Source: an optimization exercise on an open RTL-to-GDS flow (aim: small area, a short achievable clock period and few clock cycles per item). Production flows keep margins and buffers that such runs may drop.
Only simulation tests tie the RTL to the original design; equivalence was not proved.

<file path="design.v">
module fpe_codec (
    input  wire        clk,
    input  wire        rst,         
    input  wire        start,
    input  wire        op,          
    input  wire [3:0]  width,       
    input  wire        order,       
    input  wire [1:0]  ovf,         
    input  wire [7:0]  offset,      
    input  wire [31:0] scale,
    input  wire [63:0] value,       
    input  wire [63:0] field_in,    
    output reg         done,
    output wire [7:0]  fault,
    output wire [63:0] raw,
    output wire [63:0] dval,
    output wire [63:0] field_out
);
    localparam integer DK = 4;       
    localparam [3:0] F_NONE      = 4'h0;
    localparam [3:0] F_CFG_WIDTH = 4'h2;
    localparam [3:0] F_CFG_SCALE = 4'h3;
    localparam [3:0] F_CFG_OVF   = 4'h4;
    localparam [3:0] F_RANGE     = 4'h6;
    localparam [3:0] F_NOT_FIN   = 4'h7;
    localparam [3:0] F_OVERFLOW  = 4'h8;
    localparam [2:0] S_IDLE = 3'd0;
    localparam [2:0] S_GATH = 3'd1;    
    localparam [2:0] S_ALGN = 3'd2;    
    localparam [2:0] S_DIV  = 3'd3;    
    localparam [2:0] S_MUL  = 3'd4;    
    localparam [2:0] S_RND  = 3'd5;    
    localparam [2:0] S_SHF  = 3'd6;    
    reg [2:0]  state;
    reg [3:0]  F;
    reg        op_r;
    reg [3:0]  gW;                 
    reg        gB;                 
    reg [1:0]  ovf_r;
    reg        sgn_r;
    reg [1:0]  d_r;                
    reg        stk;                
    reg        bigf;               
    reg [63:0] R;
    reg [54:0] QX;
    reg [32:0] A;
    reg [31:0] S;
    reg [33:0] T3;                 
    reg signed [12:0] EX;
    reg [5:0]  cnt;
    assign fault = {4'd0, F};
    assign raw   = R;
    assign dval  = {1'b0, EX[10:0], A[7:0], QX[54:11]};
    function [63:0] gfun;
        input [63:0] x;
        input [3:0]  w;
        input        big;
        reg   [63:0] rv;
        integer b;
        begin
            for (b = 0; b < 8; b = b + 1) rv[8*b +: 8] = x[8*(7-b) +: 8];
            if (big) gfun = rv >> {(4'd8 - w), 3'b000};
            else begin
                gfun = 64'd0;
                for (b = 0; b < 8; b = b + 1)
                    if (b < w) gfun[8*b +: 8] = x[8*b +: 8];
            end
        end
    endfunction
    wire [63:0] gout = gfun(R, gW, gB);
    assign field_out = gout;
    reg [3:0] nb;
    integer ib;
    always @(*) begin
        nb = 4'd0;
        for (ib = 0; ib < 8; ib = ib + 1)
            if (gout[8*ib +: 8] != 8'd0) nb = ib[3:0] + 4'd1;
    end
    wire [8:0] end_ofs = {1'b0, offset} + {5'b0, width};
    reg  [3:0] chk_fault;
    always @(*) begin
        if (width == 4'd0 || width > 4'd8)         chk_fault = F_CFG_WIDTH;
        else if (scale == 32'd0)                   chk_fault = F_CFG_SCALE;
        else if (!op && ovf == 2'd3)               chk_fault = F_CFG_OVF;
        else if (end_ofs > 9'd256)                 chk_fault = F_RANGE;
        else if (!op && value[62:52] == 11'h7FF)   chk_fault = F_NOT_FIN;
        else                                       chk_fault = F_NONE;
    end
    function [5:0] lzc32;
        input [31:0] x;
        integer b;
        begin
            lzc32 = 6'd32;
            for (b = 0; b < 32; b = b + 1)
                if (x[b]) lzc32 = 6'd31 - b[5:0];
        end
    endfunction
    wire [1:0] in_d = lzc32(scale) & 6'd3;
    wire [52:0] M  = {1'b1, R[51:0]};
    wire [56:0] p0 = {4'd0, QX[54:2]};
    wire [56:0] p1 = S[0] ? {4'd0, M}       : 57'd0;
    wire [56:0] p2 = S[1] ? {3'd0, M, 1'b0} : 57'd0;
    wire [56:0] p3 = S[2] ? {2'd0, M, 2'd0} : 57'd0;
    wire [56:0] p4 = S[3] ? {1'd0, M, 3'd0} : 57'd0;
    wire [56:0] c1s = p0 ^ p1 ^ p2;
    wire [56:0] c1c = {((p0 & p1) | (p0 & p2) | (p1 & p2)), 1'b0};
    wire [56:0] c2s = p3 ^ p4 ^ c1s;
    wire [56:0] c2c = {((p3 & p4) | (p3 & c1s) | (p4 & c1s)), 1'b0};
    wire [56:0] c3s = c1c ^ c2s ^ c2c;
    wire [56:0] c3c = {((c1c & c2s) | (c1c & c2c) | (c2s & c2c)), 1'b0};
    wire [56:0] mx  = c3s + c3c;
    wire       shmode = !op_r;
    wire [33:0] D1 = {2'b00, S};
    wire [33:0] D2 = {1'b0, S, 1'b0};
    reg [32:0] da;
    reg [54:0] dq;
    reg [33:0] dy;
    reg [34:0] e1, e2, e3;
    reg [1:0]  dQ;
    reg [31:0] dr;
    integer id;
    always @(*) begin
        da = A;
        dq = QX;
        for (id = 0; id < 2; id = id + 1) begin
            dy = {da, dq[54]};
            e1 = {1'b0, dy} - {1'b0, D1};
            e2 = {1'b0, dy} - {1'b0, D2};
            e3 = {1'b0, dy} - {1'b0, T3};
            if (shmode)      begin dQ = 2'd0; dr = dy[31:0];  end
            else if (!e3[34]) begin dQ = 2'd3; dr = e3[31:0]; end
            else if (!e2[34]) begin dQ = 2'd2; dr = e2[31:0]; end
            else if (!e1[34]) begin dQ = 2'd1; dr = e1[31:0]; end
            else              begin dQ = 2'd0; dr = dy[31:0]; end
            da = {dr, dq[53]};
            dq = {dq[52:0], dQ};
        end
    end
    wire        rtop   = QX[54];
    wire [52:0] rmant  = rtop ? QX[54:2] : QX[53:1];
    wire        rguard = rtop ? QX[1] : QX[0];
    wire        rxs    = op_r ? (A != 33'd0) : stk;
    wire        rstk   = (rtop & QX[0]) | rxs;
    wire        rup    = rguard & (rstk | rmant[0]);
    wire [53:0] rsum   = {1'b0, rmant} + {53'd0, rup};
    wire        rcy    = rsum[53];
    wire [52:0] rinc   = rsum[52:0];
    wire [52:0] rm     = rcy ? {1'b1, 52'd0} : rinc;
    wire [3:0]  rdel   = op_r ? ({3'b000, rcy} - {3'b000, !rtop})
                              : ({2'b00, d_r} + {3'b000, !rtop} - {3'b000, rcy});
    wire signed [12:0] rex = EX + {{9{rdel[3]}}, rdel};
    wire [63:0] ntop;
    genvar gb;
    generate
        for (gb = 0; gb < 8; gb = gb + 1) begin : g_rev
            assign ntop[8*gb +: 8] = gout[8*(7-gb) +: 8];
        end
    endgenerate
    reg [2:0] nlz;
    integer il;
    always @(*) begin
        nlz = 3'd0;
        for (il = 0; il < 8; il = il + 1)
            if (ntop[56 + il]) nlz = 3'd7 - il[2:0];
    end
    wire [63:0] nn      = ntop << nlz;
    wire [87:0] a_v     = {2'b00, nn, 22'd0};
    wire signed [12:0] a_ex = $signed({6'd0, gW, 3'b000}) - $signed({10'd0, nlz})
                            + EX + 13'sd991;
    localparam [6:0] DK7 = DK;
    localparam [6:0] DKM = DK - 1;
    localparam integer YW = 64 + DK - 1;
    wire [YW-1:0] y    = {A[8+DK-1:0], QX};
    wire        sh_neg = EX[12];
    wire        sh_big = !sh_neg && (EX > 13'sd63);
    wire [YW-1:0] ysh  = y >> EX[5:0];
    wire [63:0] t      = (sh_neg || sh_big) ? 64'd0 : ysh[63:0];
    wire        tbig   = bigf || sh_neg;
    wire        tinf   = !bigf && (EX <= -13'sd961);
    wire [63:0] mask   = (gW == 4'd8) ? {64{1'b1}} : ((64'd1 << {gW, 3'b000}) - 64'd1);
    wire        tnz    = tbig || (t != 64'd0);
    wire        tinr   = !tbig && ((t & ~mask) == 64'd0);
    wire [63:0] tneg   = 64'd0 - t;
    reg  [3:0]  lf;
    reg  [63:0] ln;
    always @(*) begin
        lf = F_NONE;
        ln = 64'd0;
        if (tinf) begin
            if (ovf_r == 2'd2) ln = sgn_r ? 64'd0 : mask;
            else               lf = F_OVERFLOW;
        end else if (!sgn_r || !tnz) begin
            if (tinr)               ln = t;
            else if (ovf_r == 2'd0) lf = F_OVERFLOW;
            else if (ovf_r == 2'd1) ln = t & mask;
            else                    ln = mask;
        end else begin
            if (ovf_r == 2'd0)      lf = F_OVERFLOW;
            else if (ovf_r == 2'd1) ln = tneg & mask;
            else                    ln = 64'd0;
        end
    end
    wire        need_lsh = (ovf_r == 2'd1) && sh_neg && !bigf && !tinf && (EX > -13'sd53);
    wire [6:0]  l_u      = 7'd0 - EX[6:0];                   
    wire [6:0]  l_cyc    = (l_u + DKM) / DK7;
    wire [6:0]  l_o      = l_cyc * DK7 - l_u;
    always @(posedge clk) begin
        if (rst) begin
            state <= S_IDLE;
            done  <= 1'b0;
        end else begin
            done <= 1'b0;
            case (state)
            S_IDLE: if (start) begin
                gW    <= width;
                gB    <= order;
                ovf_r <= ovf;
                op_r  <= op;
                bigf  <= 1'b0;
                stk   <= 1'b0;
                sgn_r <= value[63];
                d_r   <= in_d;
                R     <= op ? field_in : value;
                S     <= op ? scale : (scale << in_d);
                QX    <= 55'd0;
                EX    <= 13'sd1086 - $signed({2'b00, value[62:52]});
                cnt   <= 6'd0;
                if (chk_fault != F_NONE) begin
                    done <= 1'b1;
                    F    <= chk_fault;
                end else begin
                    state <= op ? S_GATH : S_MUL;
                end
            end
            S_MUL: begin
                QX  <= mx[56:2];
                stk <= stk | QX[1] | QX[0] | mx[1] | mx[0];
                S   <= {4'd0, S[31:4]};
                EX  <= EX - 13'sd4;
                if (S[31:4] == 28'd0) state <= S_RND;
            end
            S_GATH: begin
                R     <= gout;
                gW    <= nb;
                gB    <= 1'b1;
                S     <= S << lzc32(S);
                EX    <= {7'd0, lzc32(S)};
                state <= S_ALGN;
            end
            S_ALGN: begin
                {A, QX} <= a_v;
                if (gW == 4'd0) begin
                    EX    <= 13'sd0;
                    done  <= 1'b1;
                    F     <= F_NONE;
                    state <= S_IDLE;
                end else begin
                    EX    <= a_ex;
                    cnt   <= 6'd14;
                    T3    <= D1 + D2;
                    state <= S_DIV;
                end
            end
            S_DIV: begin
                A   <= da;
                QX  <= dq;
                cnt <= cnt - 6'd1;
                if (cnt == 6'd1) state <= op_r ? S_RND : S_SHF;
            end
            S_RND: begin
                A   <= {24'd0, rm[52:44]};
                QX  <= {rm[43:0], 11'd0};
                EX  <= rex;
                if (op_r) begin
                    done  <= 1'b1;
                    F     <= F_NONE;
                    state <= S_IDLE;
                end else begin
                    state <= S_SHF;
                end
            end
            S_SHF: begin
                if (need_lsh) begin
                    bigf  <= 1'b1;
                    EX    <= {6'd0, l_o};
                    cnt   <= l_cyc[5:0];
                    state <= S_DIV;
                end else begin
                    R     <= ln;
                    F     <= lf;
                    done  <= 1'b1;
                    state <= S_IDLE;
                end
            end
            default: state <= S_IDLE;
            endcase
        end
    end
endmodule
</file>
<file path="run.sh">
#!/bin/bash
# synth_recipe.tcl (not shown) runs the flow's synth.tcl, then flattens the netlist and writes it again
# the make line also repeats each setting of config.mk as NAME=value (left out here)
make -C /OpenROAD-flow-scripts/flow DESIGN_CONFIG=/design/flow/config.mk WORK_HOME=/design/flow/orfs CLKGATE_MAP_FILE= SYNTH_SCRIPT=/design/flow/synth_recipe.tcl finish
</file>
<file path="config.mk">
export PLATFORM = sky130hd
export DESIGN_NAME = fpe_codec
export DESIGN_NICKNAME = fpe_codec
export VERILOG_FILES = /design/flow/design.v
export SDC_FILE = /design/flow/constraint.sdc
export NUM_CORES = 4
export LEC_CHECK = 0
export CAP_MARGIN = 20
export CORE_MARGIN = 2
export CORE_UTILIZATION = 40
export SETUP_SLACK_MARGIN = 5
export SLEW_MARGIN = 20
</file>
<file path="constraint.sdc">
create_clock -name core_clock -period 12.5 [get_ports {clk}]
set_input_delay 2.5000 -clock core_clock [delete_from_list [all_inputs] [get_ports {clk}]]
set_output_delay 2.5000 -clock core_clock [all_outputs]
set_load 0.01 [all_outputs]
</file>
==> summary.md, run 1 <==
| Metric | Value |
|---|---|
| Hold Crit Start | `cnt[5]` |
| Filler cells | `13200` |
| WP data required | `12880 ps` |
| Placed cell count | `8708` |
| IO Port Bufs | `374` |
| RSZ-0062 raised after global routing | `yes` |
| Synth warn | `1` |
| First-pass GRT wire length | `411 mm` |
| CP delay by family, top | `simple AND/OR/NAND/NOR gates` |
| Clk root buf | `clkbuf_16` |
| Multi-input logic area | `0.0437 mm^2` |
| Outcome | `complete, no violations` |
| EDFF count, synth | `254` |
| Crit end category | `flip-flop` |
| Synth Instances | `6877` |
| Worst-path clk slew | `70 ps` |
| RD Place Congestion | `1.06` |
| Worst r2r src | `A[11]` |
| Tot GR Track Use | `41.1%` |
| Core ar. | `0.134 mm^2` |
| Gr ovfl total | `0` |
| Number of global-route vias before repair | `55200` |
| WP depth | `36` |
| WL/cell | `33.2 um` |
| FP Rows | `134` |
| Layout Skew | `71.5 ps` |
| Layout cells sized above 1 | `12.8%` |
| Post-detail-place hpwl | `230 mm` |
| Worst setup path category | `flip-flop to flip-flop` |
| Netlist cell types | `112` |
| CTS sink cnt | `258` |
| Sequential share of the synthesized area | `14.2%` |
| Least-Margin Pin Slew | `1340 ps` |
| Mean area per synthesized cell | `7.87 um^2` |
| Antenna violations before repair | `26` |
| Worst path bufs/invs | `5` |
| Die Wd | `372 um` |
| Synthesized area | `0.0541 mm^2` |
| Period utilization | `61.2%` |
| DR iter-0 viols | `9337` |
| DR pass1 iterations | `9` |
| IO Count | `380` |
| Maximum clock frequency | `0.131 GHz` |
| Slew headroom | `9.16%` |
| Worst Hold Path EP | `cnt[5]` |
| Ys async rst share | `0%` |
| Layout area overhead | `17.3%` |
| Max H-tree Level | `2` |
| Worst-skew pair later-pin latency | `690 ps` |
| Period minus WS final | `7650 ps` |
| Register area | `0.00771 mm^2` |
| Final core occ | `47.4%` |
| DRT Wirelength | `298 mm` |
| Routed vias | `60700` |
| Flop-to-flop setup slack | `4850 ps` |
| Final setup TNS | `0 ps` |
| Chip Height | `372 um` |
| Fin cells | `8966` |
| ANT nets after route | `0` |
| Yosys reg bits | `258` |
| Slew Limit Fails | `0` |
| Net count, final | `7881` |
| CP peak stage delay | `680 ps` |
| Hold depth | `2` |
| Final setup fails | `0` |
| Via density | `6.77` |
| FF-to-FF End | `EX[12]` |
| Prevailing post-synth register cell | `edfxtp_1` |
| Critical path's slowest cell | `or4b_4` |
| Max Cap Viol | `0` |
| Final hold vios | `0` |
| Starting Density | `40.4%` |
| CTS tree | `yes` |
| Largest net degree at the start of global routing | `72` |
| # DRC | `0` |
| Arrival time worst endpoint | `8030 ps` |
| Worst-path fanout max | `14` |
| HP Class | `flip-flop to flip-flop` |
| Die area | `0.138 mm^2` |
| Max Root-Sink Buffers | `3` |
| Crit path launch type | `flip-flop` |
| CTS buffer count | `39` |
| R2r worst-path depth | `36` |
## routing by layer
layer  wire length (um)  GRT usage [%]  vias to the layer above  share of wire [%]
met3              43800           15.4                      758                 15
met4              17300           18.6                       18                5.8
met2             120000           57.8                     4376                 40
li1                   -              -                    25900                  -
met1             117000           55.3                    29700                 39
met5                277              0                        -              0.093
## area by class of cell
| type | count | share of cell area, % |
|---|---|---|
| multi-input combinational | 5680 | 68.8 |
| sequential | 258 | 12.1 |
| timing repair buffer | 723 | 10.6 |
| tap | 1768 | 3.48 |
| inverter | 457 | 2.81 |
| clock buffer | 42 | 1.56 |
| clock inverter | 30 | 0.554 |
| antenna | 8 | 0.0315 |
## worst max-delay path by stage
| stage | startpoint | endpoint | slack [ps] |
|---|---|---|---|
| 3_5_place_dp | S[0] | A[17] | 2820 |
| 6_report | A[11] | EX[12] | 4850 |
| 3_3_place_gp | S[0] | A[17] | 2930 |
| 2_1_floorplan | gW[0] | EX[12] | 4970 |
| 5_1_grt | A[0] | EX[12] | 4620 |
| 4_1_cts | A[0] | EX[12] | 4930 |
## cell usage in the layout (no fill, tap or decap), types with 55 or more instances in the layout
master	netlist	routed
nand2_1	783	778
a21oi_1	523	497
nor2_1	511	495
inv_1	447	427
o21ai_0	418	393
mux2i_1	393	392
clkdlybuf4s50_1	0	373
ha_1	377	363
buf_4	74	303
edfxtp_1	254	254
xnor2_1	238	235
a21o_1	173	172
nand3_1	166	165
fa_1	166	163
nor3_1	131	121
mux4_2	117	117
xor2_1	117	117
mux2_2	106	106
a211oi_1	103	89
nand2b_1	71	71
o22ai_1	65	64
nor2b_1	66	63
o21a_1	65	63
o211ai_1	59	59
o21bai_1	55	55
## sequential cells by signal (all words and copies together) (netlist names), 2 cells and up
register	flops
R	64
QX	55
T3	34
A	33
S	32
EX	13
cnt	6
F	4
gW	4
state	3
d_r	2
ovf_r	2
## synth_stat cells, types with 173 or more instances
| cell | number | area share, % |
|---|---|---|
| inv_1 | 447 | 3.1 |
| nor2_1 | 511 | 3.5 |
| mux2i_1 | 393 | 7.3 |
| a21o_1 | 173 | 2.4 |
| xnor2_1 | 238 | 3.9 |
| ha_1 | 377 | 8.7 |
| clkbuf_1 | 296 | 2.1 |
| nand2_1 | 783 | 5.4 |
| edfxtp_1 | 254 | 14 |
| o21ai_0 | 418 | 3.9 |
| a21oi_1 | 523 | 4.8 |
## per-stage QoR
stage          area [um^2]  hold slack (ps)  worst slack, ps
2_1_floorplan        54300              566             4970
3_3_place_gp         59400              609             2930
3_5_place_dp         59400              626             2820
4_1_cts              62100              643             4930
5_1_grt              63500              676             4620
6_report             63500              644             4850
## worst min-delay path, cell delays in order, from the launching register on
cell and delay, ps:
edfxtp_1 370, xor2_1 80, nor2_1 80
## logic make-up after synthesis
kind of cell               Yosys count  share of synthesized area [%]
adders and majority gates          543                           14.9
xor gates and xnor gates           356                           5.78
buffers and inverters              946                           7.40
DFF                                258                           14.2
AOI/OAI and AO/OA                 2078                           25.3
and+or+nand+nor                   2070                           17.6
other                                1                        0.00693
muxes                              625                           14.8
## repair_timing
item,in CTS,in global routing
cloned,5,4
buffers inserted,100,68
resized for setup,124,158
endpoints found under the setup margin,68,66
pin swaps,37,58
hold buffers,0,0
Testbench counts, summed over its fixed seeds: cycles 29,162, ops 2,400.
==> run 2, diff against run 1 <==
--- a/design.v
+++ b/design.v
@@ -96,6 +96,8 @@
         end
     endfunction
     wire [1:0] in_d = lzc32(scale) & 6'd3;
+    wire       in_p2 = ((scale & (scale - 32'd1)) == 32'd0);
+    wire [4:0] in_j  = 5'd31 - lzc32(scale);
     wire [52:0] M  = {1'b1, R[51:0]};
     wire [56:0] p0 = {4'd0, QX[54:2]};
     wire [56:0] p1 = S[0] ? {4'd0, M}       : 57'd0;
@@ -142,13 +144,14 @@
     wire        rxs    = op_r ? (A != 33'd0) : stk;
     wire        rstk   = (rtop & QX[0]) | rxs;
     wire        rup    = rguard & (rstk | rmant[0]);
-    wire [53:0] rsum   = {1'b0, rmant} + {53'd0, rup};
-    wire        rcy    = rsum[53];
-    wire [52:0] rinc   = rsum[52:0];
+    wire [52:0] rinc   = rmant + {52'd0, rup};
+    wire        rcy    = rup & (&rmant);                
     wire [52:0] rm     = rcy ? {1'b1, 52'd0} : rinc;
-    wire [3:0]  rdel   = op_r ? ({3'b000, rcy} - {3'b000, !rtop})
-                              : ({2'b00, d_r} + {3'b000, !rtop} - {3'b000, rcy});
-    wire signed [12:0] rex = EX + {{9{rdel[3]}}, rdel};
+    wire [3:0]  rdel   = op_r ? (4'd0 - {3'b000, !rtop})
+                              : ({2'b00, d_r} + {3'b000, !rtop});
+    wire signed [12:0] rex0 = EX + {{9{rdel[3]}}, rdel};
+    wire signed [12:0] rex1 = op_r ? rex0 + 13'sd1 : rex0 - 13'sd1;
+    wire signed [12:0] rex  = rcy ? rex1 : rex0;
     wire [63:0] ntop;
     genvar gb;
     generate
@@ -219,17 +222,18 @@
                 bigf  <= 1'b0;
                 stk   <= 1'b0;
                 sgn_r <= value[63];
-                d_r   <= in_d;
+                d_r   <= in_p2 ? 2'd0 : in_d;
                 R     <= op ? field_in : value;
                 S     <= op ? scale : (scale << in_d);
-                QX    <= 55'd0;
-                EX    <= 13'sd1086 - $signed({2'b00, value[62:52]});
+                QX    <= in_p2 ? {1'b1, value[51:0], 2'b00} : 55'd0;
+                EX    <= 13'sd1086 - $signed({2'b00, value[62:52]})
+                         - (in_p2 ? {8'd0, in_j} : 13'd0);
                 cnt   <= 6'd0;
                 if (chk_fault != F_NONE) begin
                     done <= 1'b1;
                     F    <= chk_fault;
                 end else begin
-                    state <= op ? S_GATH : S_MUL;
+                    state <= op ? S_GATH : (in_p2 ? S_RND : S_MUL);
                 end
             end
             S_MUL: begin
@@ -254,6 +258,11 @@
                     done  <= 1'b1;
                     F     <= F_NONE;
                     state <= S_IDLE;
+                end else if (S[30:0] == 31'd0) begin
+                    A     <= {24'd0, nn[8:0]};
+                    QX    <= nn[63:9];
+                    EX    <= a_ex;
+                    state <= S_RND;
                 end else begin
                     EX    <= a_ex;
                     cnt   <= 6'd14;
==> summary.md, run 2 <==
| Metric | Value |
|---|---|
| Final setup TNS | `0 ps` |
| Synth warn | `1` |
| IO Port Bufs | `374` |
| Period utilization | `61.0%` |
| Net count, final | `8296` |
| Sequential share of the synthesized area | `13.7%` |
| Post-detail-place hpwl | `253 mm` |
| Final hold vios | `0` |
| First-pass GRT wire length | `447 mm` |
| EDFF count, synth | `254` |
| Slew headroom | `12.7%` |
| Antenna violations before repair | `31` |
| Worst-path fanout max | `7` |
| Layout Skew | `21.9 ps` |
| DR pass1 iterations | `10` |
| Arrival time worst endpoint | `8130 ps` |
| Worst setup path category | `flip-flop to flip-flop` |
| Area contributors post-synth | `edfxtp_1 14%, ha_1 8.8%, mux2i_1 6.2%` |
| Hold Crit Start | `cnt[5]` |
| Max Root-Sink Buffers | `3` |
| Clk root buf | `clkbuf_16` |
| Synthesized area | `0.0561 mm^2` |
| Die Wd | `379 um` |
| Hold depth | `2` |
| Least-Margin Pin Slew | `1270 ps` |
| CP peak stage delay | `440 ps` |
| Worst hold slack | `629 ps` |
| Area leader, netlist | `edfxtp_1` |
| Yosys reg bits | `258` |
| Setup crit start | `QX[54]` |
| Synth Instances | `7313` |
| WL/cell | `34.4 um` |
| Maximum clock frequency | `0.131 GHz` |
| Gr ovfl total | `0` |
| FP Rows | `137` |
| Reg with most FFs | `R` |
| RD Place Congestion | `1.08` |
| Worst r2r src | `QX[54]` |
| RSZ-0062 raised after global routing | `yes` |
| Critical path's slowest cell | `a2111o_1` |
| Max Cap Viol | `0` |
| Number of global-route vias before repair | `58600` |
| Via density | `6.80` |
| Slew Limit Fails | `0` |
| DR iter-0 viols | `9785` |
| Tot GR Track Use | `43.5%` |
| CTS sink cnt | `258` |
| Crit path launch type | `flip-flop` |
| CP delay by family, top | `compound AO/OA/AOI/OAI gates` |
| Hold Buf Count CTS | `0` |
| Period minus WS final | `7620 ps` |
| Chip Height | `379 um` |
| Flop-to-flop setup slack | `4880 ps` |
| CTS buffer count | `39` |
| Max H-tree Level | `2` |
| Crit end category | `flip-flop` |
| R2r worst-path depth | `30` |
| ANT nets after route | `0` |
| Outcome | `complete, no violations` |
| Mean area per synthesized cell | `7.68 um^2` |
| Post-synth top cells | `822 x nand2_1, 631 x nor2_1, 605 x a21oi_1, 498 x o21ai_0, 453 x inv_1` |
| Layout area overhead | `17.0%` |
| HP Class | `flip-flop to flip-flop` |
| Worst path bufs/invs | `5` |
| Starting Density | `40.3%` |
| Core ar. | `0.139 mm^2` |
| IO Count | `380` |
| Worst-path clk slew | `60 ps` |
| Worst Hold Path EP | `cnt[5]` |
| # DRC | `0` |
| Worst-skew pair later-pin latency | `640 ps` |
| Commonest non-fill, non-tap cell in the layout | `nand2_1` |
| Prevailing post-synth register cell | `edfxtp_1` |
| FF-to-FF End | `A[6]` |
| Largest register FFs | `64` |
| Most frequent cell after synthesis | `nand2_1` |
| Commonest non-fill, non-tap cells in the layout | `817 x nand2_1, 611 x nor2_1, 582 x a21oi_1` |
| Biggest regs | `R (64), QX (55), T3 (34)` |
| Netlist cell types | `101` |
| WP data required | `13000 ps` |
| DRT Wirelength | `326 mm` |
| Die area | `0.143 mm^2` |
| Design Area, Final | `0.0657 mm^2` |
| Ys async rst share | `0%` |
| Share of the synthesized area in the top cell type | `13.6%` |
| DP Area | `0.0617 mm^2` |
| Final setup fails | `0` |
| Layout cells sized above 1 | `11.7%` |
| Largest net degree at the start of global routing | `86` |
| Routed vias | `64500` |
| CTS tree | `yes` |
[run 2: cell types whose count changed after synthesis, sizes merged, moves of 18 or more]
cell,delta
nor2,+119
a21oi,+86
clkbuf,+73
o21ai,+61
mux2i,-46
nand2,+36
xnor2,+35
o221ai,+30
o31ai,-26
a211oi,+23
a222oi,+22
buf,-18
[run 2: area by class of cell]
class / instances / area [um^2]
Clock inverter: 30 / 317
Clock buffer: 41 / 1030
Sequential cell: 258 / 7710
Tap cell: 1876 / 2350
Fill cell: 14000 / 73700
Multi-Input combinational cell: 6058 / 45500
Antenna cell: 19 / 47.5
Timing Repair Buffer: 740 / 6970
Inverter: 460 / 1780
[run 2: worst max-delay path by stage]
stage                        to  slack [ps]  cells past startpoint
final                      A[6]        4880                     30
after global routing      A[12]        4810                     35
after floorplan            A[2]        5010                     36
after CTS                 A[11]        4980                     29
after global placement    A[26]        2790                     31
after detailed placement  A[26]        2700                     31
[run 2: worst register-to-register path, delay by kind of cell (launching register included)]
family	cells	cell delay [ps]
DFF	1	410
AOI/OAI and AO/OA	18	5290
buffers and inverters	5	540
adders and majority gates	3	600
and+or+nand+nor	4	660
[run 2: kinds of logic after synthesis]
logic type | after synthesis | share of synthesized area, %
buffers and inverters | 1004 | 7.36
AND/OR/NAND/NOR | 2221 | 18.0
adder cells (fa/ha/maj) | 565 | 14.8
AO/OA/AOI/OAI | 2306 | 27.0
other | 1 | 0.00668
multiplexers | 562 | 12.9
flip-flops | 258 | 13.7
XOR/XNOR | 396 | 6.18
[run 2: repair_timing]
item,CTS,global route
cloned,5,5
hold endpoints to repair,0,0
resized for setup,97,146
setup buffers,80,73
setup endpoints to repair,116,61
pin swaps,38,67
[run 2: routing by layer]
metal  vias to the layer above  global-route usage, %  wire length [um]
li1                      27500                      -                 -
met1                     31000                   52.9            119000
met2                      4767                   64.0            136000
met3                      1220                   11.9             38200
met4                        20                   35.6             33100
met5                         -                      0               282
[run 2: stage by stage]
step	utilization, %	setup WS, ps	instances
after floorplan	-	5010	7317
after global placement	44.3	2790	9223
after detailed placement	44.3	2700	9224
after CTS	46.1	4980	9380
after global routing	47.1	4810	9466
final	47.1	4880	9482
Testbench counts of run 2, summed over its fixed seeds: cycles 24,580, ops 2,400.
==> run 3, diff against run 2 <==
--- a/design.v
+++ b/design.v
@@ -50,7 +50,6 @@
     reg [5:0]  cnt;
     assign fault = {4'd0, F};
     assign raw   = R;
-    assign dval  = {1'b0, EX[10:0], A[7:0], QX[54:11]};
     function [63:0] gfun;
         input [63:0] x;
         input [3:0]  w;
@@ -144,14 +143,17 @@
     wire        rxs    = op_r ? (A != 33'd0) : stk;
     wire        rstk   = (rtop & QX[0]) | rxs;
     wire        rup    = rguard & (rstk | rmant[0]);
-    wire [52:0] rinc   = rmant + {52'd0, rup};
-    wire        rcy    = rup & (&rmant);                
-    wire [52:0] rm     = rcy ? {1'b1, 52'd0} : rinc;
-    wire [3:0]  rdel   = op_r ? (4'd0 - {3'b000, !rtop})
-                              : ({2'b00, d_r} + {3'b000, !rtop});
-    wire signed [12:0] rex0 = EX + {{9{rdel[3]}}, rdel};
-    wire signed [12:0] rex1 = op_r ? rex0 + 13'sd1 : rex0 - 13'sd1;
-    wire signed [12:0] rex  = rcy ? rex1 : rex0;
+    wire [52:0] rplus  = rmant + 53'd1;
+    wire        rall1  = &rmant;
+    wire        rcy    = rup & rall1;                   
+    wire [52:0] rm     = !rup ? rmant : (rall1 ? {1'b1, 52'd0} : rplus);
+    wire signed [12:0] rb   = op_r ? EX : EX + {11'd0, d_r};
+    wire signed [12:0] rbm1 = rb - 13'sd1;
+    wire signed [12:0] rbp1 = rb + 13'sd1;
+    wire [1:0]  rsel   = op_r ? ({1'b0, rcy} + {1'b0, rtop})           
+                              : ({1'b0, !rtop} - {1'b0, rcy} + 2'd1);  
+    wire signed [12:0] rex  = (rsel == 2'd0) ? rbm1 : (rsel == 2'd1) ? rb : rbp1;
+    assign dval  = {1'b0, rex[10:0], rm[51:0]};
     wire [63:0] ntop;
     genvar gb;
     generate
@@ -254,7 +256,7 @@
             S_ALGN: begin
                 {A, QX} <= a_v;
                 if (gW == 4'd0) begin
-                    EX    <= 13'sd0;
+                    EX    <= 13'sd1;              
                     done  <= 1'b1;
                     F     <= F_NONE;
                     state <= S_IDLE;
@@ -262,7 +264,9 @@
                     A     <= {24'd0, nn[8:0]};
                     QX    <= nn[63:9];
                     EX    <= a_ex;
-                    state <= S_RND;
+                    done  <= 1'b1;
+                    F     <= F_NONE;
+                    state <= S_IDLE;
                 end else begin
                     EX    <= a_ex;
                     cnt   <= 6'd14;
@@ -274,19 +278,21 @@
                 A   <= da;
                 QX  <= dq;
                 cnt <= cnt - 6'd1;
-                if (cnt == 6'd1) state <= op_r ? S_RND : S_SHF;
+                if (cnt == 6'd1) begin
+                    if (op_r) begin
+                        done  <= 1'b1;
+                        F     <= F_NONE;
+                        state <= S_IDLE;
+                    end else begin
+                        state <= S_SHF;
+                    end
+                end
             end
             S_RND: begin
                 A   <= {24'd0, rm[52:44]};
                 QX  <= {rm[43:0], 11'd0};
                 EX  <= rex;
-                if (op_r) begin
-                    done  <= 1'b1;
-                    F     <= F_NONE;
-                    state <= S_IDLE;
-                end else begin
-                    state <= S_SHF;
-                end
+                state <= S_SHF;               
             end
             S_SHF: begin
                 if (need_lsh) begin
--- a/config.mk
+++ b/config.mk
@@ -7,6 +7,6 @@
 export LEC_CHECK = 0
 export CAP_MARGIN = 20
 export CORE_MARGIN = 2
-export CORE_UTILIZATION = 40
+export CORE_UTILIZATION = 35
 export SETUP_SLACK_MARGIN = 5
 export SLEW_MARGIN = 20
==> summary.md, run 3 <==
| Metric | Value |
|---|---|
| Outcome | `complete, no violations` |
| Crit end category | `output pin` |
| Most frequent cell after synthesis | `nand2_1` |
| Synth Instances | `7397` |
| Commonest non-fill, non-tap cells in the layout | `809 x nand2_1, 623 x nor2_1, 567 x a21oi_1` |
| WL/cell | `34.5 um` |
| FF-to-FF End | `A[22]` |
| Multi-input logic area | `0.0464 mm^2` |
| Yosys reg bits | `258` |
| Crit path launch type | `flip-flop` |
| Area contributors post-synth | `edfxtp_1 14%, ha_1 8.3%, fa_1 5.9%` |
| Synth warn | `1` |
| Number of global-route vias before repair | `60800` |
| Chip Height | `405 um` |
| Max Cap Viol | `0` |
| Via density | `6.70` |
| Period utilization | `61.8%` |
| Sequential share of the synthesized area | `13.7%` |
| Layout Skew | `49.5 ps` |
| Worst setup path category | `flip-flop to output pin` |
| DP Area | `0.0628 mm^2` |
| Antenna violations before repair | `54` |
| Gr ovfl total | `0` |
| Max Root-Sink Buffers | `3` |
| IO Port Bufs | `374` |
| Slew Limit Fails | `0` |
| Least-Margin Pin Slew | `1360 ps` |
| Post-detail-place hpwl | `270 mm` |
| Netlist cell types | `106` |
| Worst-path fanout max | `10` |
| Die Wd | `405 um` |
| Tot GR Track Use | `39.9%` |
| Die area | `0.164 mm^2` |
| Worst Slack Setup Final | `4770 ps` |
| ANT nets after route | `0` |
| RD Place Congestion | `1.09` |
| Final setup TNS | `0 ps` |
| R2r worst-path depth | `33` |
| Ys async rst share | `0%` |
| Final hold vios | `0` |
| Prevailing post-synth register cell | `edfxtp_1` |
| HP Class | `flip-flop to flip-flop` |
| Reg with most FFs | `R` |
| Design Area, Final | `0.0668 mm^2` |
| CTS sink cnt | `258` |
| Layout cells sized above 1 | `12.7%` |
| Max H-tree Level | `2` |
| Synthesized area | `0.0564 mm^2` |
| Worst-skew pair later-pin latency | `670 ps` |
| Fin cells | `9915` |
| # DRC | `0` |
| Worst Hold Path EP | `cnt[5]` |
| Register area | `0.00771 mm^2` |
| Flop-to-flop setup slack | `5130 ps` |
| Filler cells | `16500` |
| RSZ-0062 raised after global routing | `yes` |
| EDFF count, synth | `254` |
| Period minus WS final | `7730 ps` |
| Slew headroom | `9.40%` |
| CTS tree | `yes` |
| Share of the synthesized area in the top cell type | `13.5%` |
| Net count, final | `8419` |
| DR pass1 iterations | `8` |
| Layout area overhead | `18.5%` |
| Maximum clock frequency | `0.129 GHz` |
| Pre-CTS WS | `3210 ps` |
| Commonest non-fill, non-tap cell in the layout | `nand2_1` |
| Hold depth | `3` |
| Area leader, netlist | `edfxtp_1` |
| Starting Density | `35.2%` |
| Largest register FFs | `64` |
| Mean area per synthesized cell | `7.62 um^2` |
| Routed vias | `66400` |
| Post-synth top cells | `818 x nand2_1, 650 x nor2_1, 595 x a21oi_1, 449 x o21ai_0, 445 x inv_1` |
| Final setup fails | `0` |
| Placed cell count | `9651` |
| Worst-path clk slew | `60 ps` |
| IO Count | `380` |
| WP data required | `10000 ps` |
| Arrival time worst endpoint | `5230 ps` |
| Largest net degree at the start of global routing | `94` |
| First-pass GRT wire length | `469 mm` |
| DR iter-0 viols | `10700` |
| Hold Crit Start | `cnt[5]` |
| Core ar. | `0.160 mm^2` |
| CTS buffer count | `41` |
| FP Rows | `147` |
| Worst r2r src | `A[2]` |
| Biggest regs | `R (64), QX (55), T3 (34)` |
| DRT Wirelength | `342 mm` |
| Clk root buf | `clkbuf_16` |
## run 3: cell count changes after synthesis, moves of 17 or more
cell,delta
mux2_2,+25
or2_2,+22
nor2b_1,+22
o21ai_0,-49
o22ai_1,+20
a31oi_1,+17
ha_1,-21
buf_4,-66
or3_1,+24
o21a_1,+18
mux2i_1,-24
nor2_1,+19
a21o_1,-36
nor3_1,+60
## run 3: cell type report
type	instances	area share [%]
multi-input cells	6197	69.4
flip-flops and latches	258	11.5
repair buffers	752	10.3
well taps	2160	4.04
inverters	452	2.59
clock buffers	46	1.56
clock inverters	27	0.412
diodes	23	0.0861
## run 3: how the worst max path moves through the flow
stage / start / end / depth (start not counted)
2_1_floorplan: QX[54] / dval[62] / 27
3_3_place_gp: scale[0] / EX[10] / 21
3_5_place_dp: scale[0] / EX[10] / 21
4_1_cts: QX[54] / dval[62] / 22
5_1_grt: QX[54] / dval[61] / 22
6_report: QX[42] / dval[62] / 19
## run 3: logic make-up (layout without fill, tap and decap cells)
logic type      count (synthesis)  count (layout)  share of synthesized area [%]
buf+inv                       947            1277                           6.56
fa+ha+maj                     540             540                           14.2
xor+xnor                      398             398                           6.21
compound gates               2310            2311                           27.1
other cells                     1              28                        0.00665
simple gates                 2388            2388                           19.6
mux                           555             555                           12.6
flops                         258             258                           13.7
## run 3: critical path, stage by stage (launching register included)
cell and delay (ps):
edfxtp_1 800, nand2_1 250, a211oi_2 350, nand4_1 200, a211o_1 320, or4_4 610
nor2_4 200, inv_2 70, ha_4 200, mux2_4 310, nor2_4 90, nand4_1 120
buf_4 190, nor2_4 70, nand2_2 80, nor2_4 120, a21oi_4 90, nor2_2 180
xnor2_2 150, buf_2 170
## run 3: timing repair
| item | CTS | global route |
|---|---|---|
| pin swaps | 28 | 37 |
| buffers inserted | 89 | 72 |
| endpoints found under the setup margin | 100 | 92 |
| gates resized for setup | 170 | 139 |
| cloned | 6 | 0 |
| hold buffers | 0 | 0 |
## run 3: per-stage QoR
step                      util [%]  hold slack [ps]
after floorplan                  -              582
after global placement        39.2              664
after detailed placement      39.2              665
after CTS                     40.9              682
after global routing          41.6              722
final                         41.7              682
## run 3: layer usage
layer	track usage, %	routed length [um]	vias up	part of all wire (%)
met5	0.743	451	-	0.13
met4	20.9	22500	50	6.6
met3	16.7	51600	979	15
met2	54.6	134000	4934	39
met1	52.7	134000	32400	39
li1	-	-	28100	-
Testbench counts of run 3, summed over its fixed seeds: cycles 23,396, ops 2,400.
==> run 4, diff against run 3 <==
--- a/design.v
+++ b/design.v
@@ -26,7 +26,6 @@
     localparam [3:0] F_OVERFLOW  = 4'h8;
     localparam [2:0] S_IDLE = 3'd0;
     localparam [2:0] S_GATH = 3'd1;    
-    localparam [2:0] S_ALGN = 3'd2;    
     localparam [2:0] S_DIV  = 3'd3;    
     localparam [2:0] S_MUL  = 3'd4;    
     localparam [2:0] S_RND  = 3'd5;    
@@ -113,6 +112,7 @@
     wire       shmode = !op_r;
     wire [33:0] D1 = {2'b00, S};
     wire [33:0] D2 = {1'b0, S, 1'b0};
+    wire [33:0] T3n = {2'b00, s_n} + {1'b0, s_n, 1'b0};    
     reg [32:0] da;
     reg [54:0] dq;
     reg [33:0] dy;
@@ -154,13 +154,7 @@
                               : ({1'b0, !rtop} - {1'b0, rcy} + 2'd1);  
     wire signed [12:0] rex  = (rsel == 2'd0) ? rbm1 : (rsel == 2'd1) ? rb : rbp1;
     assign dval  = {1'b0, rex[10:0], rm[51:0]};
-    wire [63:0] ntop;
-    genvar gb;
-    generate
-        for (gb = 0; gb < 8; gb = gb + 1) begin : g_rev
-            assign ntop[8*gb +: 8] = gout[8*(7-gb) +: 8];
-        end
-    endgenerate
+    wire [63:0] ntop = gout << {(4'd8 - nb), 3'b000};
     reg [2:0] nlz;
     integer il;
     always @(*) begin
@@ -168,10 +162,12 @@
         for (il = 0; il < 8; il = il + 1)
             if (ntop[56 + il]) nlz = 3'd7 - il[2:0];
     end
+    wire [5:0]  s_lz = lzc32(S);
+    wire [31:0] s_n  = S << s_lz;
     wire [63:0] nn      = ntop << nlz;
     wire [87:0] a_v     = {2'b00, nn, 22'd0};
-    wire signed [12:0] a_ex = $signed({6'd0, gW, 3'b000}) - $signed({10'd0, nlz})
-                            + EX + 13'sd991;
+    wire signed [12:0] a_ex = $signed({6'd0, nb, 3'b000}) - $signed({10'd0, nlz})
+                            + $signed({7'd0, s_lz}) + 13'sd991;
     localparam [6:0] DK7 = DK;
     localparam [6:0] DKM = DK - 1;
     localparam integer YW = 64 + DK - 1;
@@ -246,21 +242,15 @@
                 if (S[31:4] == 28'd0) state <= S_RND;
             end
             S_GATH: begin
-                R     <= gout;
-                gW    <= nb;
-                gB    <= 1'b1;
-                S     <= S << lzc32(S);
-                EX    <= {7'd0, lzc32(S)};
-                state <= S_ALGN;
-            end
-            S_ALGN: begin
+                R       <= gout;
+                S       <= s_n;
                 {A, QX} <= a_v;
-                if (gW == 4'd0) begin
+                if (nb == 4'd0) begin
                     EX    <= 13'sd1;              
                     done  <= 1'b1;
                     F     <= F_NONE;
                     state <= S_IDLE;
-                end else if (S[30:0] == 31'd0) begin
+                end else if (s_n[30:0] == 31'd0) begin
                     A     <= {24'd0, nn[8:0]};
                     QX    <= nn[63:9];
                     EX    <= a_ex;
@@ -270,7 +260,7 @@
                 end else begin
                     EX    <= a_ex;
                     cnt   <= 6'd14;
-                    T3    <= D1 + D2;
+                    T3    <= T3n;
                     state <= S_DIV;
                 end
             end
--- a/config.mk
+++ b/config.mk
@@ -7,6 +7,6 @@
 export LEC_CHECK = 0
 export CAP_MARGIN = 20
 export CORE_MARGIN = 2
-export CORE_UTILIZATION = 35
+export CORE_UTILIZATION = 40
 export SETUP_SLACK_MARGIN = 5
 export SLEW_MARGIN = 20
==> summary.md, run 4 <==
| Metric | Value |
|---|---|
| Outcome | `complete, no violations` |
| Die area | `0.143 mm^2` |
| Synth Instances | `7390` |
| Commonest non-fill, non-tap cells in the layout | `818 x nand2_1, 653 x nor2_1, 575 x buf_4` |
| Synth warn | `1` |
| FP Rows | `137` |
| Post-detail-place hpwl | `284 mm` |
| Netlist cell types | `104` |
| CTS tree | `yes` |
| Layout area overhead | `27.3%` |
| # DRC | `0` |
| CTS sink cnt | `258` |
| Prevailing post-synth register cell | `edfxtp_1` |
| ANT nets after route | `0` |
| DRT Wirelength | `376 mm` |
| Flop-to-flop setup slack | `4210 ps` |
| Reg with most FFs | `R` |
| Period utilization | `66.3%` |
| Layout cells sized above 1 | `19.5%` |
| Hold depth | `3` |
| Worst r2r src | `S[3]` |
| Largest register FFs | `64` |
| Worst path most repeated cell | `buf_6` |
| Die Wd | `379 um` |
| Starting Density | `40.3%` |
| Worst setup path category | `flip-flop to flip-flop` |
| Layout Skew | `52.8 ps` |
| Maximum clock frequency | `0.121 GHz` |
| Tot GR Track Use | `50.0%` |
| Ys async rst share | `0%` |
| RSZ-0062 raised after global routing | `yes` |
| Critical path's slowest cell | `edfxtp_1` |
| Net count, final | `8697` |
| Area leader, netlist | `edfxtp_1` |
| DR iter-0 viols | `11700` |
| First-pass GRT wire length | `505 mm` |
| EDFF count, synth | `254` |
| Period minus WS final | `8290 ps` |
| CTS buffer count | `39` |
| Synthesized area | `0.0561 mm^2` |
| Crit path launch type | `flip-flop` |
| Crit end category | `flip-flop` |
| Mean area per synthesized cell | `7.59 um^2` |
| Commonest non-fill, non-tap cell in the layout | `nand2_1` |
| Hold Buf Count CTS | `0` |
| Post-synth top cells | `844 x nand2_1, 682 x nor2_1, 554 x a21oi_1, 457 x inv_1, 437 x o21ai_0` |
| Area contributors post-synth | `edfxtp_1 14%, ha_1 7.4%, fa_1 5.9%` |
| Worst-skew pair later-pin latency | `650 ps` |
| RD Place Congestion | `1.10` |
| IO Count | `380` |
| Largest net degree at the start of global routing | `74` |
| Worst hold slack | `696 ps` |
| Core ar. | `0.139 mm^2` |
| Max Root-Sink Buffers | `3` |
| Final setup fails | `0` |
| Biggest regs | `R (64), QX (55), T3 (34)` |
| Arrival time worst endpoint | `8740 ps` |
| Most frequent cell after synthesis | `nand2_1` |
| Slew headroom | `12.6%` |
| CP peak stage delay | `410 ps` |
| WL/cell | `37.8 um` |
| Via density | `7.03` |
| Routed vias | `69900` |
| Max Cap Viol | `0` |
| Clk root buf | `clkbuf_16` |
| HP Class | `flip-flop to flip-flop` |
| Chip Height | `379 um` |
| Worst-path fanout max | `4` |
| Number of global-route vias before repair | `63400` |
| IO Port Bufs | `374` |
| Filler cells | `13300` |
| Max H-tree Level | `2` |
| R2r worst-path depth | `60` |
| Least-Margin Pin Slew | `1300 ps` |
| Yosys reg bits | `258` |
| WP data required | `12950 ps` |
| Sequential share of the synthesized area | `13.7%` |
| DR pass1 iterations | `9` |
| Final hold vios | `0` |
| Worst-path clk slew | `60 ps` |
| Share of the synthesized area in the top cell type | `13.6%` |
| Gr ovfl total | `0` |
| Antenna violations before repair | `31` |
| Hold Crit Start | `cnt[5]` |
| Slew Limit Fails | `0` |
| FF-to-FF End | `A[3]` |
| Worst Hold Path EP | `cnt[5]` |
| Final setup TNS | `0 ps` |
-- run 4: cell types whose count changed after synthesis, moves of 26 or more --
cell,previous run,this run
a211oi_1,130,98
a21oi_1,595,554
ha_1,372,332
nand2_1,818,844
nand3_1,153,205
nand4_1,68,35
nor2_1,650,682
nor3_1,190,141
o221ai_1,64,94
-- run 4: timing repair --
action	CTS	global route
cloned	18	1
setup endpoints to repair	230	168
buffers inserted	367	115
pin swaps	140	105
resized for setup	549	268
-- run 4: stage by stage --
stage / instance area, um^2 / cells / utilization, % / worst slack, ps
5_1_grt: 71400 / 9927 / 51.2 / 4160
4_1_cts: 69400 / 9810 / 49.8 / 4470
3_3_place_gp: 62400 / 9353 / 44.8 / 1560
2_1_floorplan: 56800 / 7394 / - / 4540
6_report: 71400 / 9939 / 51.3 / 4210
3_5_place_dp: 62400 / 9354 / 44.8 / 1950
-- run 4: area by class of cell --
class	instances	area, um^2	share of cell area [%]
Antenna cell	12	30.0	0.0420
Clock buffer	42	1010	1.41
Clock inverter	29	345	0.483
Inverter	470	1850	2.59
Multi-Input combinational cell	6157	47800	67.0
Sequential cell	258	7710	10.8
Tap cell	1876	2350	3.29
Timing Repair Buffer	1095	10300	14.4
-- run 4: critical path, delay by kind of cell (launching register included) --
family,cells,cell delay (ps)
buf+inv,42,4880
fa+ha+maj,1,270
simple gates,5,500
compound gates,12,2010
flops,1,410
-- run 4: worst max path at each step --
stage               start  slack (ps)  endpoint  cells after the start
finish               S[3]        4210      A[3]                     60
global route         S[3]        4160      A[3]                     60
CTS                  S[0]        4470     A[32]                     34
detailed placement  gW[0]        1950    QX[40]                     23
global placement    gW[0]        1560    QX[40]                     22
floorplan           gW[0]        4540    EX[10]                     40
-- run 4: cells by family after synthesis --
logic type,count (synthesis),synth area share [%]
AO/OA/AOI/OAI,2288,27.5
multiplexers,546,12.6
flip-flops,258,13.7
buffers and inverters,981,6.80
XOR/XNOR,404,6.31
other,1,0.00668
adder cells (fa/ha/maj),500,13.3
AND/OR/NAND/NOR,2412,19.7
-- run 4: layer usage --
layer	global-route usage [%]	share of wire [%]
met1	59.9	36
met2	72.9	41
met3	13.6	12
met4	45.3	11
met5	0	0.039
Testbench counts of run 4, summed over its fixed seeds: cycles 22,212, ops 2,400.
==> run 5, diff against run 4 <==
--- a/config.mk
+++ b/config.mk
@@ -7,6 +7,6 @@
 export LEC_CHECK = 0
 export CAP_MARGIN = 20
 export CORE_MARGIN = 2
-export CORE_UTILIZATION = 40
+export CORE_UTILIZATION = 30
 export SETUP_SLACK_MARGIN = 5
 export SLEW_MARGIN = 20
==> summary.md, run 5 <==
| Metric | Value |
|---|---|
| Outcome | `complete, no violations` |
| Synth warn | `1` |
| Chip Height | `437 um` |
| Clk root buf | `clkbuf_16` |
| CTS tree | `yes` |
| DR pass1 iterations | `13` |
| Slew Limit Fails | `0` |
| Largest register FFs | `64` |
| First-pass GRT wire length | `504 mm` |
| WL/cell | `35.8 um` |
| CTS sink cnt | `258` |
| Worst setup path category | `flip-flop to flip-flop` |
| DR iter-0 viols | `9284` |
| Max Root-Sink Buffers | `3` |
| Net count, final | `8595` |
| Core ar. | `0.186 mm^2` |
| Number of global-route vias before repair | `62300` |
| Die Wd | `437 um` |
| DRT Wirelength | `373 mm` |
| Tot GR Track Use | `37.0%` |
| Layout cells sized above 1 | `17.8%` |
| Commonest non-fill, non-tap cell in the layout | `nand2_1` |
| Layout area overhead | `26.8%` |
| Crit path launch type | `flip-flop` |
| IO Count | `380` |
| IO Port Bufs | `374` |
| Antenna violations before repair | `26` |
| Prevailing post-synth register cell | `edfxtp_1` |
| FP Rows | `158` |
| Yosys reg bits | `258` |
| Starting Density | `30.2%` |
| ANT nets after route | `0` |
| Reg with most FFs | `R` |
| Final hold vios | `0` |
| Largest net degree at the start of global routing | `79` |
| Commonest non-fill, non-tap cells in the layout | `823 x nand2_1, 651 x nor2_1, 522 x buf_4` |
| Netlist cell types | `104` |
| RSZ-0062 raised after global routing | `yes` |
| Period utilization | `62.9%` |
| HP Class | `flip-flop to flip-flop` |
| Via density | `6.47` |
| Worst-path fanout max | `13` |
| Crit end category | `flip-flop` |
| Least-Margin Pin Slew | `1300 ps` |
| CTS buffer count | `41` |
| Max H-tree Level | `2` |
| Post-detail-place hpwl | `290 mm` |
| Worst-path clk slew | `60 ps` |
| Arrival time worst endpoint | `8360 ps` |
| Die area | `0.191 mm^2` |
| Sequential share of the synthesized area | `13.7%` |
| Max Cap Viol | `0` |
| Synth Instances | `7390` |
| Final setup fails | `0` |
| Critical path's slowest cell | `or3b_4` |
| Maximum clock frequency | `0.127 GHz` |
| Biggest regs | `R (64), QX (55), T3 (34)` |
| Worst-skew pair later-pin latency | `660 ps` |
| Mean area per synthesized cell | `7.59 um^2` |
| Worst hold slack | `668 ps` |
| Area leader, netlist | `edfxtp_1` |
| Synthesized area | `0.0561 mm^2` |
| # DRC | `0` |
| CP peak stage delay | `420 ps` |
| Slew headroom | `12.8%` |
| Gr ovfl total | `0` |
| Area contributors post-synth | `edfxtp_1 14%, ha_1 7.4%, fa_1 5.9%` |
| Ys async rst share | `0%` |
| Layout Skew | `47.1 ps` |
| EDFF count, synth | `254` |
| Hold Buf Count CTS | `0` |
| Filler cells | `19000` |
| Final setup TNS | `0 ps` |
| Routed vias | `67600` |
| Period minus WS final | `7860 ps` |
| Most frequent cell after synthesis | `nand2_1` |
| Share of the synthesized area in the top cell type | `13.6%` |
| RD Place Congestion | `1.06` |
| Worst path most repeated cell | `a21o_1` |
| WP data required | `13000 ps` |
| Post-synth top cells | `844 x nand2_1, 682 x nor2_1, 554 x a21oi_1, 457 x inv_1, 437 x o21ai_0` |
## run 5: changes by cell type in the layout (fill, tap and decap cells not counted), moves of 7 or more
| cell | previous run | this run |
|---|---|---|
| ha_1 | 298 | 307 |
| o21ai_0 | 366 | 373 |
| buf_6 | 91 | 25 |
| a22oi_1 | 71 | 79 |
| mux2i_4 | 22 | 4 |
| clkbuf_16 | 42 | 50 |
| mux2i_1 | 291 | 311 |
| a21oi_2 | 45 | 36 |
| buf_4 | 575 | 522 |
| a21oi_1 | 503 | 517 |
| a22oi_2 | 14 | 6 |
| a32oi_1 | 13 | 6 |
## run 5: area by class of cell
type                       count  area [um^2]  share of cell area (%)
sequential                   258         7710                    10.8
clock inverter                27          333                   0.468
inverter                     470         1850                    2.60
clock buffer                  46         1070                    1.50
multi-input combinational   6158        47600                    67.0
antenna                       13         32.5                  0.0457
timing repair buffer         990         9400                    13.2
tap                         2480         3100                    4.36
## run 5: per-layer routing
metal	track usage (%)	wire length (um)	up-vias
li1	-	-	28500
met2	58.1	163000	4589
met5	0	67	-
met3	5.68	32900	1227
met1	44.3	136000	33300
met4	31.6	40800	12
## run 5: logic make-up after synthesis
| kind of cell | count (synthesis) | share of synthesized area, % |
|---|---|---|
| AND/OR/NAND/NOR | 2412 | 19.7 |
| AO/OA/AOI/OAI | 2288 | 27.5 |
| buffers and inverters | 981 | 6.80 |
| multiplexers | 546 | 12.6 |
| adder cells (fa/ha/maj) | 500 | 13.3 |
| XOR/XNOR | 404 | 6.31 |
| flip-flops | 258 | 13.7 |
| other | 1 | 0.00668 |
## run 5: worst max-delay path: cells and delay by family (launching register included)
kind	cells	cell delay [ps]
fa+ha+maj	2	620
simple gates	6	1410
compound gates	23	4900
buf+inv	1	180
xor+xnor	1	180
flops	1	410
## run 5: metrics by stage
stage	setup WS [ps]	instances	utilization [%]	cell area [um^2]
2_1_floorplan	4540	7394	-	56800
3_3_place_gp	2350	9964	34.1	63200
3_5_place_dp	2320	9967	34.1	63200
4_1_cts	4670	10300	36.9	68400
5_1_grt	4460	10400	38.3	71100
6_report	4640	10400	38.3	71100
## run 5: repair_timing
action                     CTS  global route
gates resized for setup    370           310
setup endpoints to repair  229           138
setup buffers              227           141
gates cloned                12             9
pin swaps                  121           168
## run 5: final timing paths
check / start / end / slack (ps) / cells past startpoint
min: stk / stk / 670 / 2
max reg2reg: A[7] / A[32] / 4640 / 33
min reg2reg: stk / stk / 670 / 2
max: A[7] / A[32] / 4640 / 33

[separate check: timing with driven ports]
Ports are ideal in the flow. The routed layouts listed here were re-timed in OpenROAD.
Step 1 sets driving cells, clkbuf_16 on the clock port and buf_2 on the other inputs (assumed; they add their load-dependent delay and slew).
Step 2 adds t to the input delays and takes it off the output delays; t is the mean of the earliest and latest rising clock arrival at the registers after step 1. Input paths then give back, and output paths get back, about the clock's delay inside the block.
Slacks: ideal ports / drivers / drivers and shift; pairs: ideal ports / drivers.
| run | shift t [ns] | setup slack, ns | clock arrival spread, ns |
|---|---|---|---|
| run 1 | 0.728 | 4.854 / 4.854 / 4.854 | 0.072 / 0.072 |
| run 2 | 0.708 | 4.875 / 4.875 / 4.627 | 0.022 / 0.023 |
| run 3 | 0.730 | 4.773 / 4.685 / 4.648 | 0.049 / 0.050 |
| run 4 | 0.704 | 4.207 / 4.207 / 4.207 | 0.055 / 0.056 |
| run 5 | 0.721 | 4.643 / 4.643 / 4.519 | 0.047 / 0.048 |
After both steps setup and hold are still met in every run listed. For run 2, which loses most, drivers alone change the setup slack by 0.000 ns; drivers and shift together by -0.248 ns.
